This design comes from an exercise in tuning for small area on the open sky130 flow, not from production work. The RTL was checked by simulation tests, not by an equivalence proof against the original design. Power and IR drop assume default switching activity.

==> inputs of wip/sierra <==
## dscpi_core
module dscpi_core (
    input  wire         clk,
    input  wire         rst_n,
    input  wire         tick,
    input  wire         latch,
    input  wire [3:0]   q,
    input  wire         offhook,
    input  wire         hw_fault,
    output wire [1:0]   tone_class,
    output wire         tone_en,
    output wire [15:0]  tone_on,
    output wire [15:0]  tone_range,
    input  wire         cmd_valid,
    input  wire [1:0]   cmd_op,
    input  wire [7:0]   cmd_arg,
    input  wire [127:0] cmd_frame,
    output reg          rsp_valid,
    output wire [1:0]   rsp_code,
    output wire [158:0] status
);
export LEC_CHECK = 0
export CAP_MARGIN = 20
export CORE_MARGIN = 2
export CORE_UTILIZATION = 65
export CTS_BUF_LIST = sky130_fd_sc_hd__clkbuf_8 sky130_fd_sc_hd__clkbuf_16
export SLEW_MARGIN = 20
create_clock -name core_clock -period 20.0 [get_ports {clk}]
standard.sh (not shown) runs the stock make flow with config.mk's settings and CLKGATE_MAP_FILE= SYNTH_SCRIPT=/design/flow/synth_recipe.tcl, a recipe that flattens the netlist after the stock synthesis.
==> flow/flow/run.sh <==
#!/bin/bash
# The standard layout (the standard.sh, standard synthesis included),
# with the smallest buffer cell as the port buffers.
set -euo pipefail
bash standard.sh "BUFFER_PORTS_ARGS=-buffer_cell sky130_fd_sc_hd__buf_1" \
    finish > make_finish.log 2>&1
==> inputs of wip/amber, as changes to wip/sierra <==
--- a/flow/design.v
+++ b/flow/design.v
@@ -19,35 +19,35 @@
     output wire [158:0] status
 );
     localparam [2:0] LS_IDLE  = 3'd0,
                      LS_AWAIT = 3'd1,
                      LS_HS    = 3'd2,
                      LS_RX    = 3'd3,
                      LS_ACK   = 3'd4;
-    localparam [4:0] C_ERROR = 5'h00;    
+    localparam [4:0] C_ERROR = 5'h1F;    
     function [4:0] code_of_q;
         input [3:0] r;
         begin
             case (r)
-                4'd0:    code_of_q = 5'h1B;             
-                4'd10:   code_of_q = 5'h0F;             
-                4'd11:   code_of_q = 5'h05;             
-                4'd12:   code_of_q = 5'h04;             
-                4'd13:   code_of_q = 5'h1E;             
-                4'd14:   code_of_q = 5'h1D;             
-                4'd15:   code_of_q = 5'h1C;             
-                default: code_of_q = {1'b0, ~r};        
+                4'd0:    code_of_q = 5'h04;             
+                4'd10:   code_of_q = 5'h10;             
+                4'd11:   code_of_q = 5'h1A;             
+                4'd12:   code_of_q = 5'h1B;             
+                4'd13:   code_of_q = 5'h01;             
+                4'd14:   code_of_q = 5'h02;             
+                4'd15:   code_of_q = 5'h03;             
+                default: code_of_q = {1'b1, r};         
             endcase
         end
     endfunction
     function [7:0] byte_of_code;
         input [4:0] cs;
         reg [4:0] c;
         begin
-            c = {cs[4], ~cs[3:0]};
+            c = {~cs[4], cs[3:0]};
             byte_of_code = {1'b0, c[4], ~c[4],
                             ~c[4] & ~(c[3] & ~c[2] & c[1]),
                             c[3] & ~(~c[2] & c[1] & c[0]),
                             c[2:0]};
         end
     endfunction
     function byte_sym;
@@ -60,19 +60,19 @@
                         (b[2] ? b[1:0] == 2'b00 : b[1:0] != 2'b00));
         end
     endfunction
     function [4:0] code_of_byte;
         input [7:0] b;
         input       ok;
         begin
-            code_of_byte = {b[7:4] == 4'h4 && ok,
-                            ~(b[3] | (b[7:4] == 4'h2 && !b[3])) & ok,
-                            ~b[2] & ok,
-                            ~b[1] & ok,
-                            ~b[0] & ok};
+            code_of_byte = {!(b[7:4] == 4'h4 && ok),
+                            b[3] | ~ok | (b[7:4] == 4'h2 && !b[3]),
+                            b[2] | ~ok,
+                            b[1] | ~ok,
+                            b[0] | ~ok};
         end
     endfunction
     function [3:0] weight_of_byte;
         input [7:0] b;
         reg z;
         begin
             z = b[3:0] == 4'h0;
@@ -266,15 +266,15 @@
                        (c_dbg && dbg_new != debug_level);
     always @(posedge clk) begin
         latch_q <= latch;
     end
     wire lf_tick = rst_n && t_fin && !c_inj;
     always @(posedge clk) begin
         if (!rst_n || c_inj || t_fin)
-            last_frame <= inj_code | ({80{lf_tick}} & {cs_code, fa_buf});
+            last_frame <= inj_code & ({80{!lf_tick}} | {cs_code, fa_buf});
     end
     always @(posedge clk) begin
         {t_hi, t_lo} <= n_timer;
         if (sample) begin
             fa_buf <= {cs_code, fa_buf[74:5]};
             ck_sum <= smp_sum;
             ck_all <= smp_all;
==> flow/flow/run.sh (replaced) <==
#!/bin/bash
# The standard layout (the standard.sh, standard synthesis included),
# with the smallest buffer cell as the port buffers and a clock tree of
# few large clock buffers without dummy balancing loads.
set -euo pipefail
bash standard.sh "BUFFER_PORTS_ARGS=-buffer_cell sky130_fd_sc_hd__buf_1" \
    "CTS_ARGS=-sink_clustering_enable -repair_clock_nets -sink_clustering_size 25 -sink_clustering_max_diameter 80 -buf_list sky130_fd_sc_hd__clkbuf_16 -dont_use_dummy_load" \
    finish > make_finish.log 2>&1
==> flow/config.mk (replaced) <==
export PLATFORM = sky130hd
export DESIGN_NAME = dscpi_core
export DESIGN_NICKNAME = dscpi_core
export VERILOG_FILES = /design/flow/design.v
export SDC_FILE = /design/flow/constraint.sdc
export NUM_CORES = 4
export LEC_CHECK = 0
export CAP_MARGIN = 20
export CORE_MARGIN = 2
export CORE_UTILIZATION = 70
export SLEW_MARGIN = 20
==> results.txt <==
Count of non-CTS buffers in the layout: wip/amber 316; wip/sierra 315
Met1 routing resource usage after global routing: wip/amber 46.3%; wip/sierra 41.9%
Overall global routing resource usage: wip/amber 32.6%; wip/sierra 31.1%
Final weighted congestion of routability-driven global placement: wip/amber 0.924; wip/sierra 0.926
Number of ordinary inverters in the final layout: wip/amber 91; wip/sierra 140
Num CTS Buffers: wip/amber 13; wip/sierra 22
Wire length reported by the detailed router: wip/amber 33.8 mm; wip/sierra 33.9 mm
Skew-Pair Late Insertion Delay: wip/amber 0.48 ns; wip/sierra 0.51 ns
Startpoint of the most critical setup path: wip/amber cmd_frame[24]; wip/sierra tick
Multiplexer area fraction after synthesis: wip/amber 0.223%; wip/sierra 0.234%
Die height: wip/amber 143 um; wip/sierra 147 um
Share of the cycle needed by the critical path after routing: wip/amber 46.7%; wip/sierra 43.4%
Status: wip/amber no timing/DRC/antenna violations; wip/sierra no timing/DRC/antenna violations
P_comb: wip/amber 0.000631 W; wip/sierra 0.000609 W
Number of standard cells in the layout, taps in and fillers out: wip/amber 1,692; wip/sierra 1,850
Well Taps: wip/amber 234; wip/sierra 270
Final Net Count: wip/amber 1,699; wip/sierra 1,801
Switching part of the total power: wip/amber 35.3%; wip/sierra 33.5%
Slew at the pin with the worst max-slew slack: wip/amber 1.08 ns; wip/sierra 1.09 ns
Clock-pin slew on the worst setup and hold paths: wip/amber 0.10 ns; wip/sierra 0.06 ns
Slowest CP cell: wip/amber sky130_fd_sc_hd__fa_1; wip/sierra sky130_fd_sc_hd__or3_1
Static power due to leakage: wip/amber 4.99 nW; wip/sierra 5.57 nW
Length of routed met2 wiring: wip/amber 16.4 mm; wip/sierra 17.0 mm

-- re-timing with driven ports --
How much do the figures lean on ideal ports? The routed layouts below were timed once more, with nothing changed but the port constraints.
Step 1, drivers: a clkbuf_16 drives clk and a buf_2 each remaining input, both assumed.
Step 2 moves the port delays by t, midway between the first and last clock arrival at a register: inputs arrive t later, outputs are due t later. That takes back most of the time a late clock gives input paths.
Slacks: ideal ports / drivers / drivers and shift; pairs: ideal ports / drivers.
run	t (ns)	slack for setup (ns)	clock arrival spread, ns	worst slew at a driven data input, ns
wip/sierra	0.548	11.318 / 11.339 / 10.791	0.012 / 0.012	0.08
wip/amber	0.502	10.663 / 10.681 / 10.179	0.043 / 0.044	0.07
After both steps every run listed still meets setup and hold. For wip/sierra, which loses most, drivers alone change the setup slack by +0.021 ns; drivers and shift together by -0.527 ns.
